What follows belongs to an exercise in optimizing a design on an open flow for small area; a production flow would make more cautious choices. In this exercise RTL edits were held to simulation tests only and were not proved equivalent to the original. No driver is modelled on the clock port, so clocking that relies on it looks cheaper here than on a real chip. Power and IR drop assume default switching activity.

## the previous run
Design ibus_core, start of the top module:
module ibus_core (
    input  wire        clk,
    input  wire        rst,           
    input  wire        rx,            
    output wire        tx,            
    output wire        tx_en,         
    input  wire        req_valid,
    input  wire        req_send,      
    input  wire [3:0]  req_cmd,
    input  wire [3:0]  req_id,
    input  wire [2:0]  req_len,       
    input  wire [31:0] req_data,      
    output reg         dec_valid,
    output wire [1:0]  dec_status,    
    output wire [3:0]  dec_cmd,
    output wire [3:0]  dec_id,
    output wire        frame_ready
);
    localparam [3:0] BC_START = 4'd15;
    localparam [3:0] BC_STOP  = 4'd8;
    localparam [3:0] BC_IDLE  = 4'd9;
    localparam [8:0] GAP_END = 9'h1FF;
    function [8:0] lfsr_back(input [8:0] s, input integer n);
        integer k;
        begin
            lfsr_back = s;
            for (k = 0; k < n; k = k + 1)
                lfsr_back = {lfsr_back[0] ^ lfsr_back[5], lfsr_back[8:1]};
        end
    endfunction
    localparam [8:0] GAP_SEED = lfsr_back(GAP_END, 320);
    reg        rx_s1, rx_s2;     
    reg  [3:0] ph;               
    reg  [3:0] bc;               
    reg        busy;             
    reg  [3:0] cnt;              
    reg        fp;               
    reg [39:0] sr;               
    reg  [7:0] acc;              
    reg        hi0;              
    wire [2:0] hi = {rx_s2, rx_s1, hi0};
    reg        cy;               
    wire       gap_flag = &sr[39:31];
    assign tx_en       = busy;
    wire       sr0_true = sr[0] ^ (busy && !bc[0]);
    assign dec_cmd     = sr[15:12];
    assign dec_id      = sr[11:8];
    assign dec_status  = {sr[16] && !cy, sr[16] && cy};
    wire dec_fire  = req_valid && !req_send && !busy;
    wire send_fire = req_valid &&  req_send && !busy && (req_len <= 3'd4);
    wire cur1 = cnt[0] && !cnt[1];
    wire cur2 = cnt[1] && !cnt[2];
    wire cur3 = cnt[2] && !cnt[3];
    wire cur4 = cnt[3];
    wire first = fp;
    wire pend  = fp;
  ...
clock: 10.0 ns
lec_check: 0
cap_margin: 0
core_margin: 2
core_utilization: 40
place_density: 0.6
slew_margin: 0
standard.sh (not shown) runs the stock make flow with config.mk's settings and CLKGATE_MAP_FILE= SYNTH_SCRIPT=/design/flow/synth_recipe.tcl, a recipe that flattens the netlist after the stock synthesis.
==> flow/flow/run.sh <==
#!/bin/bash
# The standard layout (standard.sh) with these changes:
# - synthesis maps the logic with ABC's area-oriented mapper (amap, the
#   script in abc_map.script) instead of ORFS's delay-oriented script; the
#   flip-flops are mapped before ABC runs, so they are the same as in the
#   standard synthesis;
# - the port buffers are the smallest buffer cell instead of the delay cell
#   buffer_ports picks by default;
# - the clock tree: manual_cts.tcl splits the flip-flops into CLK_GROUPS
#   groups, each driven by one CLK_GROUP_CELL, and CTS builds the tree
#   from the clock port to those buffers only, of clkbuf_1, without dummy
#   loads.
set -euo pipefail
rm -rf scripts_area
cp -r "$FLOW_HOME/scripts" scripts_area
cp flow/abc_map.script scripts_area/abc_speed.script
export SCRIPTS_DIR="$PWD/scripts_area"
export BUFFER_PORTS_ARGS="-buffer_cell sky130_fd_sc_hd__buf_1"
export CLK_GROUPS=7
export CLK_GROUP_CELL=sky130_fd_sc_hd__clkbuf_4
export PRE_CTS_TCL="$PWD/flow/manual_cts.tcl"
export CTS_ARGS="-clk_nets clk -sink_clustering_enable -repair_clock_nets -dont_use_dummy_load -buf_list sky130_fd_sc_hd__clkbuf_1"
bash standard.sh > standard.log 2>&1
==> flow/flow/manual_cts.tcl <==
# Sourced by ORFS's cts.tcl before clock_tree_synthesis (PRE_CTS_TCL).
# The flip-flops are split into CLK_GROUPS groups of about equal size by
# their angle around the centre of all flip-flops; each group gets one
# CLK_GROUP_CELL buffer at its centre, and clock_tree_synthesis, run on the clock port's
# net only, then drives these buffers. Every flip-flop is behind exactly one
# group buffer and one small tree from the port, so the clock reaches all of
# them through the same kind of path.
proc manual_clock_buffers {nb cell} {
  set block [ord::get_db_block]
  set master [[ord::get_db] findMaster $cell]
  set clknet [$block findNet clk]
  set sinks {}
  foreach it [$clknet getITerms] {
    set bb [[$it getInst] getBBox]
    lappend sinks [list $it [expr {([$bb xMin] + [$bb xMax]) / 2.0}] [expr {([$bb yMin] + [$bb yMax]) / 2.0}]]
  }
  set n [llength $sinks]
  set cx 0.0
  set cy 0.0
  foreach s $sinks {
    set cx [expr {$cx + [lindex $s 1]}]
    set cy [expr {$cy + [lindex $s 2]}]
  }
  set cx [expr {$cx / $n}]
  set cy [expr {$cy / $n}]
  set withang {}
  foreach s $sinks {
    lappend withang [list {*}$s [expr {atan2([lindex $s 2] - $cy, [lindex $s 1] - $cx)}]]
  }
  set sorted [lsort -real -index 3 $withang]
  set per [expr {int(ceil(double($n) / $nb))}]
  for {set g 0} {$g < $nb} {incr g} {
    set grp [lrange $sorted [expr {$g * $per}] [expr {($g + 1) * $per - 1}]]
    if {[llength $grp] == 0} { continue }
    set gx 0.0
    set gy 0.0
    foreach s $grp {
      set gx [expr {$gx + [lindex $s 1]}]
      set gy [expr {$gy + [lindex $s 2]}]
    }
    set gx [expr {int($gx / [llength $grp])}]
    set gy [expr {int($gy / [llength $grp])}]
    set inst [odb::dbInst_create $block $master "clkbuf_grp_$g"]
    set net [odb::dbNet_create $block "clk_grp_$g"]
    $net setSigType CLOCK
    $inst setLocation $gx $gy
    $inst setPlacementStatus PLACED
    [$inst findITerm A] connect $clknet
    [$inst findITerm X] connect $net
    foreach s $grp {
      set it [lindex $s 0]
      $it disconnect
      $it connect $net
    }
  }
  puts "manual_clock_buffers: $n flip-flops in $nb groups of up to $per"
}

manual_clock_buffers $::env(CLK_GROUPS) $::env(CLK_GROUP_CELL)
Other scripts of this flow, unchanged in this note and not shown: flow/flow/abc_map.script
The previous run finished all stages; the layout is clean.
#### Input delta (the current run over the previous run)
-- flow/flow/run.sh --
<<< the previous run, line 17
export SCRIPTS_DIR="$PWD/scripts_area"
export BUFFER_PORTS_ARGS="-buffer_cell sky130_fd_sc_hd__buf_1"
export CLK_GROUPS=7
export CLK_GROUP_CELL=sky130_fd_sc_hd__clkbuf_4
export PRE_CTS_TCL="$PWD/flow/manual_cts.tcl"
>>> the current run, line 17
export SCRIPTS_DIR="$PWD/scripts_area"
export BUFFER_PORTS_ARGS="-buffer_cell sky130_fd_sc_hd__buf_1"
export CLK_GROUPS=8
export CLK_GROUP_CELL=sky130_fd_sc_hd__clkbuf_4
export PRE_CTS_TCL="$PWD/flow/manual_cts.tcl"
==> summary.txt <==
| final wirelength | the current run vs the previous run | worse |
The current run: share of power burned in combinational logic is 0.2 points lower than what the previous run reported.
On transition at the pin with the smallest max-transition slack: the current run sits below the previous run.
Number of fill cells in the layout for the current run: about 0.9% down relative to the previous run
There was hardly any difference in met2 demand-to-capacity share in global routing between the current run and the previous run.
On design area, the previous run tracks the current run almost exactly.
In the tables for the previous run and the current run, switching component of the power reads lower with the previous run.
Changes observed in the current run relative to the previous run: via count of the routed design increased by about 1.3% relative to the old numbers, final global-route overflow total stayed essentially flat.

-- port drivers added, routing unchanged --
How much do the figures lean on ideal ports? The routed layouts below were timed once more, with nothing changed but the port constraints.
Step 1 assumes that a clkbuf_16 drives the clock port and a buf_2 every other input.
Step 2 adds t to the input delays and takes it off the output delays; t is the mean of the earliest and latest rising clock arrival at the registers after step 1. Input paths then give back, and output paths get back, about the clock's delay inside the block.
a / b / c = no drivers / after step 1 / after step 2; a / b = the first two.
run | shift t [ns] | slack for setup (ns) | worst setup path at the end | slew at the worst register clock pin (ns) | worst data-port slew with drivers (ns)
the previous run | 0.669 | 4.877 / 4.849 / 5.052 | input to register | 0.12 / 0.12 | 0.04
the current run | 0.663 | 4.955 / 4.925 / 5.112 | input to register | 0.11 / 0.11 | 0.04
After both steps setup and hold are still met in every run listed.
